Source: an optimization exercise on an open RTL-to-GDS flow (aim: small area, a short achievable clock period and few clock cycles). Production flows keep margins and buffers that such runs may drop.
The RTL of this run was laid out without a check of its function.
Power figures rest on the tool's default switching activity, not on a simulated workload.

==> design.v <==
module mkse_cell_step #(
    parameter TICK_W = 16
) (
    input  wire [2:0]        st,
    input  wire [TICK_W-1:0] t,
    input  wire              p,
    input  wire [TICK_W-1:0] now,
    input  wire [TICK_W-1:0] debounce,
    input  wire [TICK_W-1:0] rdelay,
    input  wire [TICK_W-1:0] rtime,
    output reg  [2:0]        st_n,
    output reg  [TICK_W-1:0] t_n,
    output reg               emit,
    output reg  [1:0]        kind
);
    localparam [2:0] S_RELEASED = 3'd0;
    localparam [2:0] S_PDEB     = 3'd1;
    localparam [2:0] S_PRESSED  = 3'd2;
    localparam [2:0] S_REPEAT   = 3'd3;
    localparam [2:0] S_RDEB     = 3'd4;
    localparam [1:0] K_PRESS   = 2'd0;
    localparam [1:0] K_RELEASE = 2'd1;
    localparam [1:0] K_REPEAT  = 2'd2;
    wire [TICK_W-1:0] diff = now - t;
    wire              due  = ~diff[TICK_W-1];
    always @(*) begin
        st_n = st;
        t_n  = t;
        emit = 1'b0;
        kind = K_PRESS;
        case (st)
            S_RELEASED: begin
                if (p) begin
                    st_n = S_PDEB;
                    t_n  = now + debounce;
                    emit = 1'b1;
                    kind = K_PRESS;
                end
            end
            S_PDEB: begin
                if (due) begin
                    st_n = S_PRESSED;
                    t_n  = t + rdelay;
                end
            end
            S_PRESSED, S_REPEAT: begin
                if (!p) begin
                    st_n = S_RDEB;
                    t_n  = t + debounce;
                    emit = 1'b1;
                    kind = K_RELEASE;
                end else if (due) begin
                    st_n = S_REPEAT;
                    t_n  = t + rtime;
                    emit = 1'b1;
                    kind = K_REPEAT;
                end
            end
            S_RDEB: begin
                if (due) begin
                    st_n = S_RELEASED;
                    t_n  = {TICK_W{1'b0}};
                end
            end
            default: ;
        endcase
    end
endmodule
module mkse (
    input  wire         clk,
    input  wire         rst_n,
    input  wire         cmd_valid,
    output wire         cmd_ready,
    input  wire [3:0]   cmd_op,
    input  wire [15:0]  cmd_now,
    output reg          rsp_valid,
    output reg  [2:0]   rsp_status,
    output reg          rsp_consumed,
    output reg  [7:0]   rsp_char,
    output reg  [8:0]   rsp_action,
    output reg  [6:0]   rsp_put_full_cnt,
    output reg  [3:0]   rsp_cfg_err,
    input  wire [15:0]  tick_in,
    output wire [7:0]   row_active,
    input  wire [7:0]   col_pressed,
    output wire         shift_ind,
    input  wire [3:0]   cfg_rows,
    input  wire [3:0]   cfg_cols,
    input  wire [6:0]   cfg_umap_len,
    input  wire [511:0] cfg_umap,
    input  wire         cfg_smap_present,
    input  wire [6:0]   cfg_smap_len,
    input  wire [511:0] cfg_smap,
    input  wire         cfg_shift_present,
    input  wire [7:0]   cfg_shift_char,
    input  wire         cfg_ind_present,
    input  wire [1:0]   cfg_policy,
    input  wire [15:0]  cfg_debounce,
    input  wire [15:0]  cfg_rdelay,
    input  wire [15:0]  cfg_rtime,
    input  wire [4:0]   cfg_qcap
);
    localparam TICK_W    = 16;
    localparam MAX_ROWS  = 8;
    localparam MAX_COLS  = 8;
    localparam MAX_CELLS = MAX_ROWS * MAX_COLS;
    localparam MAX_Q     = 16;
    localparam [3:0] OP_NOP         = 4'h0;
    localparam [3:0] OP_CONFIGURE   = 4'h1;
    localparam [3:0] OP_SCAN        = 4'h2;
    localparam [3:0] OP_SCAN_TICK   = 4'h3;
    localparam [3:0] OP_NEXT_KEY    = 4'h4;
    localparam [3:0] OP_NEXT_ACTION = 4'h5;
    localparam [3:0] OP_QUEUE_CLEAR = 4'h6;
    localparam [2:0] ST_OK        = 3'd0;
    localparam [2:0] ST_NONE      = 3'd1;
    localparam [2:0] ST_NOT_READY = 3'd2;
    localparam [2:0] ST_ILLEGAL   = 3'd3;
    localparam [2:0] ST_CFG_ERR   = 3'd4;
    localparam [1:0] POL_OFF     = 2'd0;
    localparam [1:0] POL_ONESHOT = 2'd1;
    localparam [1:0] POL_LOCK    = 2'd2;
    localparam [1:0] POL_HOLD    = 2'd3;
    localparam [1:0] K_RELEASE = 2'd1;
    reg        ready;
    reg        latch;
    reg        scanning;
    reg [3:0]  rows, cols;
    reg [7:0]  umap [0:MAX_CELLS-1];
    reg [7:0]  smap [0:MAX_CELLS-1];
    reg        shift_present;
    reg [7:0]  shift_char;
    reg        ind_present;
    reg [1:0]  policy;
    reg [15:0] debounce, rdelay, rtime;
    reg [4:0]  qcap;
    reg [2:0]  cell_st   [0:MAX_CELLS-1];
    reg [15:0] cell_next [0:MAX_CELLS-1];
    reg [8:0]  qbuf [0:MAX_Q-1];
    reg [3:0]  qin, qout;
    reg [2:0]  sc_r, sc_c;
    reg [5:0]  sc_i;
    reg [15:0] sc_now;
    reg [6:0]  sc_cnt;
    integer k;
    assign cmd_ready  = ~scanning;
    assign row_active = scanning ? (8'd1 << sc_r) : 8'd0;
    assign shift_ind  = ready & ind_present & latch;
    wire accept = cmd_valid & cmd_ready;
    wire [3:0] qin_inc  = (qin  + 4'd1 == qcap) ? 4'd0 : qin  + 4'd1;
    wire [3:0] qout_inc = (qout + 4'd1 == qcap) ? 4'd0 : qout + 4'd1;
    wire       q_empty  = (qin == qout);
    wire [7:0] cfg_n = cfg_rows * cfg_cols;
    reg  [3:0] cfg_code;
    always @(*) begin
        if (cfg_rows == 4'd0 || cfg_rows > MAX_ROWS)
            cfg_code = 4'd1;
        else if (cfg_cols == 4'd0 || cfg_cols > MAX_COLS)
            cfg_code = 4'd2;
        else if ({1'b0, cfg_umap_len} < cfg_n)
            cfg_code = 4'd3;
        else if (cfg_smap_present && {1'b0, cfg_smap_len} < cfg_n)
            cfg_code = 4'd4;
        else if (cfg_qcap < 5'd2 || cfg_qcap > MAX_Q)
            cfg_code = 4'd5;
        else if (cfg_debounce[15:14] != 2'b00 || cfg_rdelay[15:14] != 2'b00 ||
                 cfg_rtime[15:14] != 2'b00)
            cfg_code = 4'd6;
        else if (cfg_policy != POL_OFF && !cfg_shift_present)
            cfg_code = 4'd7;
        else if (cfg_policy != POL_OFF && !cfg_smap_present)
            cfg_code = 4'd8;
        else
            cfg_code = 4'd0;
    end
    wire [2:0]  step_st_n;
    wire [15:0] step_t_n;
    wire        step_emit;
    wire [1:0]  step_kind;
    mkse_cell_step #(.TICK_W(TICK_W)) u_step (
        .st       (cell_st[sc_i]),
        .t        (cell_next[sc_i]),
        .p        (col_pressed[sc_c]),
        .now      (sc_now),
        .debounce (debounce),
        .rdelay   (rdelay),
        .rtime    (rtime),
        .st_n     (step_st_n),
        .t_n      (step_t_n),
        .emit     (step_emit),
        .kind     (step_kind)
    );
    wire last_col  = ({1'b0, sc_c} == cols - 4'd1);
    wire last_row  = ({1'b0, sc_r} == rows - 4'd1);
    wire scan_full = step_emit && (qin_inc == qout);
    wire [8:0] head      = qbuf[qout];
    wire [5:0] head_idx  = head[8:3];
    wire [1:0] head_kind = head[1:0];
    wire [7:0] head_raw  = umap[head_idx];
    wire [7:0] head_shft = smap[head_idx];
    wire       head_is_shift = (policy != POL_OFF) && shift_present &&
                               (head_raw == shift_char);
    reg        res_has_char;
    reg [7:0]  res_char;
    reg        res_latch;
    always @(*) begin
        res_has_char = 1'b0;
        res_char     = 8'd0;
        res_latch    = latch;
        if (head_kind == K_RELEASE) begin
            if (policy == POL_HOLD && head_is_shift)
                res_latch = 1'b0;
        end else if (head_is_shift) begin
            if (policy == POL_ONESHOT || policy == POL_LOCK)
                res_latch = ~latch;
            else if (policy == POL_HOLD)
                res_latch = 1'b1;
        end else begin
            res_has_char = 1'b1;
            res_char     = (policy != POL_OFF && latch) ? head_shft : head_raw;
            if (policy == POL_ONESHOT)
                res_latch = 1'b0;
        end
    end
    always @(posedge clk) begin
        if (!rst_n) begin
            ready            <= 1'b0;
            latch            <= 1'b0;
            scanning         <= 1'b0;
            rsp_valid        <= 1'b0;
            rsp_status       <= 3'd0;
            rsp_consumed     <= 1'b0;
            rsp_char         <= 8'd0;
            rsp_action       <= 9'd0;
            rsp_put_full_cnt <= 7'd0;
            rsp_cfg_err      <= 4'd0;
        end else begin
            rsp_valid        <= 1'b0;
            if (accept) begin
                rsp_status       <= ST_OK;
                rsp_consumed     <= 1'b0;
                rsp_char         <= 8'd0;
                rsp_action       <= 9'd0;
                rsp_put_full_cnt <= 7'd0;
                rsp_cfg_err      <= 4'd0;
                if (cmd_op > OP_QUEUE_CLEAR) begin
                    rsp_valid  <= 1'b1;
                    rsp_status <= ST_ILLEGAL;
                end else if (cmd_op == OP_NOP) begin
                    rsp_valid  <= 1'b1;
                end else if (cmd_op == OP_CONFIGURE) begin
                    rsp_valid   <= 1'b1;
                    latch       <= 1'b0;
                    rsp_cfg_err <= cfg_code;
                    if (cfg_code != 4'd0) begin
                        ready      <= 1'b0;
                        rsp_status <= ST_CFG_ERR;
                    end else begin
                        ready      <= 1'b1;
                    end
                end else if (!ready) begin
                    rsp_valid  <= 1'b1;
                    rsp_status <= ST_NOT_READY;
                end else if (cmd_op == OP_SCAN || cmd_op == OP_SCAN_TICK) begin
                    scanning <= 1'b1;
                end else if (cmd_op == OP_NEXT_KEY) begin
                    rsp_valid <= 1'b1;
                    if (q_empty) begin
                        rsp_status <= ST_NONE;
                    end else begin
                        rsp_consumed <= 1'b1;
                        latch        <= res_latch;
                        if (res_has_char) begin
                            rsp_status <= ST_OK;
                            rsp_char   <= res_char;
                        end else begin
                            rsp_status <= ST_NONE;
                        end
                    end
                end else if (cmd_op == OP_NEXT_ACTION) begin
                    rsp_valid <= 1'b1;
                    if (q_empty) begin
                        rsp_status <= ST_NONE;
                    end else begin
                        rsp_consumed <= 1'b1;
                        rsp_action   <= head;
                    end
                end else begin
                    rsp_valid <= 1'b1;
                end
            end else if (scanning) begin
                if (last_col && last_row) begin
                    scanning         <= 1'b0;
                    rsp_valid        <= 1'b1;
                    rsp_status       <= ST_OK;
                    rsp_put_full_cnt <= sc_cnt + {6'd0, scan_full};
                end
            end
        end
    end
    always @(posedge clk) begin
        if (rst_n && accept) begin
            if (cmd_op == OP_CONFIGURE && cfg_code == 4'd0) begin
                rows          <= cfg_rows;
                cols          <= cfg_cols;
                shift_present <= cfg_shift_present;
                shift_char    <= cfg_shift_char;
                ind_present   <= cfg_ind_present;
                policy        <= cfg_policy;
                debounce      <= cfg_debounce;
                rdelay        <= cfg_rdelay;
                rtime         <= cfg_rtime;
                qcap          <= cfg_qcap;
                for (k = 0; k < MAX_CELLS; k = k + 1) begin
                    umap[k]      <= cfg_umap[8*k +: 8];
                    smap[k]      <= cfg_smap[8*k +: 8];
                    cell_st[k]   <= 3'd0;
                    cell_next[k] <= 16'd0;
                end
                qin  <= 4'd0;
                qout <= 4'd0;
            end else if (ready) begin
                case (cmd_op)
                    OP_SCAN, OP_SCAN_TICK: begin
                        sc_now <= (cmd_op == OP_SCAN) ? cmd_now : tick_in;
                        sc_r   <= 3'd0;
                        sc_c   <= 3'd0;
                        sc_i   <= 6'd0;
                        sc_cnt <= 7'd0;
                    end
                    OP_NEXT_KEY, OP_NEXT_ACTION: begin
                        if (!q_empty)
                            qout <= qout_inc;
                    end
                    OP_QUEUE_CLEAR: begin
                        qin  <= 4'd0;
                        qout <= 4'd0;
                    end
                    default: ;
                endcase
            end
        end else if (rst_n && scanning) begin
            cell_st[sc_i]   <= step_st_n;
            cell_next[sc_i] <= step_t_n;
            if (step_emit) begin
                qbuf[qin] <= {sc_i, latch, step_kind};
                qin       <= qin_inc;
                if (qin_inc == qout)
                    qout <= qout_inc;
            end
            if (scan_full)
                sc_cnt <= sc_cnt + 7'd1;
            sc_i <= sc_i + 6'd1;
            if (last_col) begin
                sc_c <= 3'd0;
                sc_r <= sc_r + 3'd1;
            end else begin
                sc_c <= sc_c + 3'd1;
            end
        end
    end
endmodule
==> run.sh <==
#!/bin/bash
# synth_recipe.tcl (not shown) runs the flow's synth.tcl, then flattens the netlist and writes it again
# the make line also repeats each setting of config.mk as NAME=value (left out here)
make -C /OpenROAD-flow-scripts/flow DESIGN_CONFIG=/design/flow/config.mk WORK_HOME=/design/flow/orfs CLKGATE_MAP_FILE= SYNTH_SCRIPT=/design/flow/synth_recipe.tcl finish
==> config.mk <==
export PLATFORM = sky130hd
export DESIGN_NAME = mkse
export DESIGN_NICKNAME = mkse
export VERILOG_FILES = /design/flow/design.v
export SDC_FILE = /design/flow/constraint.sdc
export NUM_CORES = 4
export LEC_CHECK = 0
export CAP_MARGIN = 20
export CORE_MARGIN = 2
export CORE_UTILIZATION = 40
export SLEW_MARGIN = 20
==> constraint.sdc <==
create_clock -name core_clock -period 10.0 [get_ports {clk}]
set_input_delay 2.0000 -clock core_clock [delete_from_list [all_inputs] [get_ports {clk}]]
set_output_delay 2.0000 -clock core_clock [all_outputs]
set_load 0.01 [all_outputs]
==> impl_metrics.env <==
export IMPL_worstPathArrival_ns=8.69
export IMPL_track_usage_pct=37.2
export IMPL_gp_congestion=1.06
export IMPL_die_width_um=522
export IMPL_critPathRequiredTime_ns=10.47
export IMPL_numCtsBuffers=285
export IMPL_layout_cells_non_filler=12000
export IMPL_holdPathStages=2
export IMPL_fin_crit_ns=8.22
export IMPL_setup_violations=0
export IMPL_nets=9379
export IMPL_antenna_found_initial=184
export IMPL_p_per_area_nw_per_um2=169
export IMPL_final_common_cell="edfxtp_1"
export IMPL_min_period_over_period_pct=82.2
export IMPL_cts_sinks=2546
export IMPL_initial_core_util_pct=40.1
export IMPL_max_slew_worst_pin_slew_ns=1.24
export IMPL_hold_path_class="reg -> reg"
export IMPL_max_freq_mhz=122
export IMPL_ys_types=93
export IMPL_start_kind="input pin"
export IMPL_cts_setup_buffers=0
export IMPL_insertion_delay_ns=0.90
export IMPL_dieArea_um2=272000
export IMPL_fin_tns_setup_ns=0
export IMPL_critical_path_endpoint_type="flop"
export IMPL_cts_resized=0
export IMPL_gr_total_overflow=0
export IMPL_first_iter_violations=12800
export IMPL_async_reset_ff_share_pct=0
export IMPL_relSlewSlack_pct=17.1
export IMPL_via_count=75700
export IMPL_cts_tree="built"
export IMPL_cts_htree_levels=5
export IMPL_ys_seq_area_share_pct=70.9
export IMPL_avgSynthCellArea_um2=15.7
export IMPL_netlist_area_um2=107000
export IMPL_fp_dieH_um=522
export IMPL_ys_ff_latch=2546
export IMPL_skew_ns=0.0676
export IMPL_netlist_instances=6845
export IMPL_dp_hpwl_um=390000
export IMPL_slew_viol_final=0
export IMPL_grt_setup_unrepaired="no"
export IMPL_syn_nets=8130
export IMPL_final_layout_size_suffix_gt1_share_pct=15.7
export IMPL_hold_violations=0
export IMPL_clk_pin_slew_ns=0.06
export IMPL_firstDrtPassIters=8
export IMPL_yosysWarnings=6
export IMPL_drt_vias_per_instance=6.32
export IMPL_dp_cells=11400
export IMPL_cts_root_buf="clkbuf_16"
export IMPL_ant_nets=0
export IMPL_maxCapViolations=0
export IMPL_leakagePower_nw=41.4
export IMPL_post_dp_cell_area_um2=125000
export IMPL_criticalPathCategory="in -> reg"
export IMPL_synth_main_ff_cell="edfxtp_1"
export IMPL_wl_per_cell_um=43.3
export IMPL_synth_edf_count=2500
export IMPL_grt_pass1_vias=70100
export IMPL_final_cell_mix="2500 x edfxtp_1, 1350 x nor2_1, 1201 x clkdlybuf4s50_1"
export IMPL_grt_max_degree=165
export IMPL_io_pin_count=1202
export IMPL_route_detailed_drc=0
export IMPL_ir_worst_vdd_uv=142
export IMPL_grt_first_pass_wirelength_um=665000
export IMPL_postCtsHoldBufs=0
export IMPL_totalWireLength_um=519000
export IMPL_core_rowCount=190
export IMPL_port_buffers=1201
export IMPL_coreArea_um2=267000
export IMPL_fin_area_um2=134000
export IMPL_worstRegToRegCells=17
export IMPL_area_growth_pct=25.1
export IMPL_clock_path_buffers=4
export IMPL_crit_fanout=73
export IMPL_outcome="complete, no violations"
per-layer routing:
metal  GRT usage [%]  part of all wire, %  up-vias
met5           0.105                 0.11        -
met4            22.9                  7.3       78
met3            14.9                   14     1257
met2            52.8                   43     6310
met1            47.6                   36    38800
li1                -                    -    29300
state kept, by name, indices dropped and copies added, names as in the netlist, 8 cells and up, named ones only:
signal	flops
sc_now	16
rtime	16
smap	512
rsp_action	9
cell_st	192
debounce	16
rdelay	16
qbuf	144
shift_char	8
rsp_char	8
cell_next	1024
umap	512
worst max-delay path, cell delays in order:
cell and delay (ns):
clkdlybuf4s50_1 0.72, nand2_8 0.07, fa_1 0.56, inv_1 0.06, fa_1 0.51, fa_1 0.53
inv_1 0.06, ha_1 0.27, a21o_1 0.18, a21o_1 0.15, maj3_2 0.30, a21oi_2 0.14
o21a_1 0.12, o221ai_1 0.19, nor4_2 0.51, nand2_2 0.58, clkinvlp_4 0.88, buf_12 0.32
buf_12 0.37
cell type report:
type	count	area [um2]
Clock buffer	351	7460
Tap cell	3552	4440
Timing Repair Buffer	1461	14400
Inverter	77	293
Antenna cell	109	273
Sequential cell	2546	76000
Fill cell	22300	133000
Multi-Input combinational cell	3723	29700
Clock inverter	151	1410
Yosys cell counts, drive strengths merged, types with 9 or more instances:
library cell,count,share of area (%)
a21o,28,0.20
or2,9,0.053
o211ai,10,0.075
nor3b,9,0.063
a31oi,15,0.088
nor2,1380,4.8
a32oi,28,0.23
a211oi,21,0.15
buf,162,0.76
edfxtp,2500,70
mux2,41,0.43
a21oi,109,0.51
a22oi,206,1.4
nor2b,17,0.099
o21ai,77,0.37
o22ai,19,0.12
ha,118,1.4
mux2i,27,0.25
xnor2,58,0.47
nand2b,24,0.14
nand4,66,0.39
and2,29,0.17
dfxtp,46,0.86
nand3b,11,0.077
a22o,101,0.83
nand3,95,0.44
a221o,16,0.15
a221oi,83,0.70
nor4,53,0.32
a32o,23,0.21
inv,76,0.27
a2111oi,20,0.18
o21bai,21,0.15
mux4,442,9.3
clkbuf,337,1.2
and3,42,0.25
nand2,272,0.95
nor3,89,0.42
xor2,44,0.37
path summary, 6_finish.rpt:
path             startpoint  slack, ns        endpoint
max             cfg_rows[0]       1.78     smap[44][1]
min          rsp_cfg_err[2]       0.45  rsp_cfg_err[2]
max reg2reg            flop       1.95     rsp_char[1]
min reg2reg  rsp_cfg_err[2]       0.45  rsp_cfg_err[2]
cell families after synthesis:
logic type / Yosys count / share of synthesized area, %
flops: 2546 / 70.9
fa+ha+maj: 127 / 1.54
buf+inv: 576 / 2.21
simple gates: 2129 / 8.45
compound gates: 855 / 6.05
mux: 510 / 9.98
xor+xnor: 102 / 0.841
stage by stage:
step | setup slack [ns] | hold slack [ns] | util [%] | total power, mW
2_1_floorplan | -12.31 | 0.467 | - | 11.9
3_3_place_gp | 0.952 | 0.440 | 46.6 | 12.6
3_5_place_dp | 0.943 | 0.447 | 46.6 | 12.6
4_1_cts | 1.87 | 0.458 | 50.0 | 22.7
5_1_grt | 1.56 | 0.485 | 50.1 | 23.1
6_report | 1.78 | 0.453 | 50.1 | 22.7
where the power goes:
| group | switching [mW] | total (mW) | internal (mW) |
|---|---|---|---|
| combinational | 0.312 | 0.753 | 0.441 |
| clock | 4.47 | 10.3 | 5.83 |
| sequential | 0.000546 | 11.6 | 11.6 |

## re-timing with driven ports
Ports are ideal in the flow. The routed layout listed here was re-timed in OpenROAD. Step 1 (the two cells are an assumption about what drives the block):
set clk [get_ports {clk}]
set_driving_cell -lib_cell sky130_fd_sc_hd__clkbuf_16 $clk
set_driving_cell -lib_cell sky130_fd_sc_hd__buf_2 [delete_from_list [all_inputs] $clk]
Step 2 adds t to the input delays and takes it off the output delays; t is the mean of the earliest and latest rising clock arrival at the registers after step 1. Input paths then give back, and output paths get back, about the clock's delay inside the block. a / b / c = no drivers / after step 1 / after step 2; a / b = the first two.
t (ns): 0.956
setup WS [ns]: 1.776 / 1.848 / 0.892
worst setup path at the end: input to register
After both steps this run still meets setup and hold. For this run, drivers alone change the setup slack by +0.072 ns; drivers and shift together by -0.884 ns.
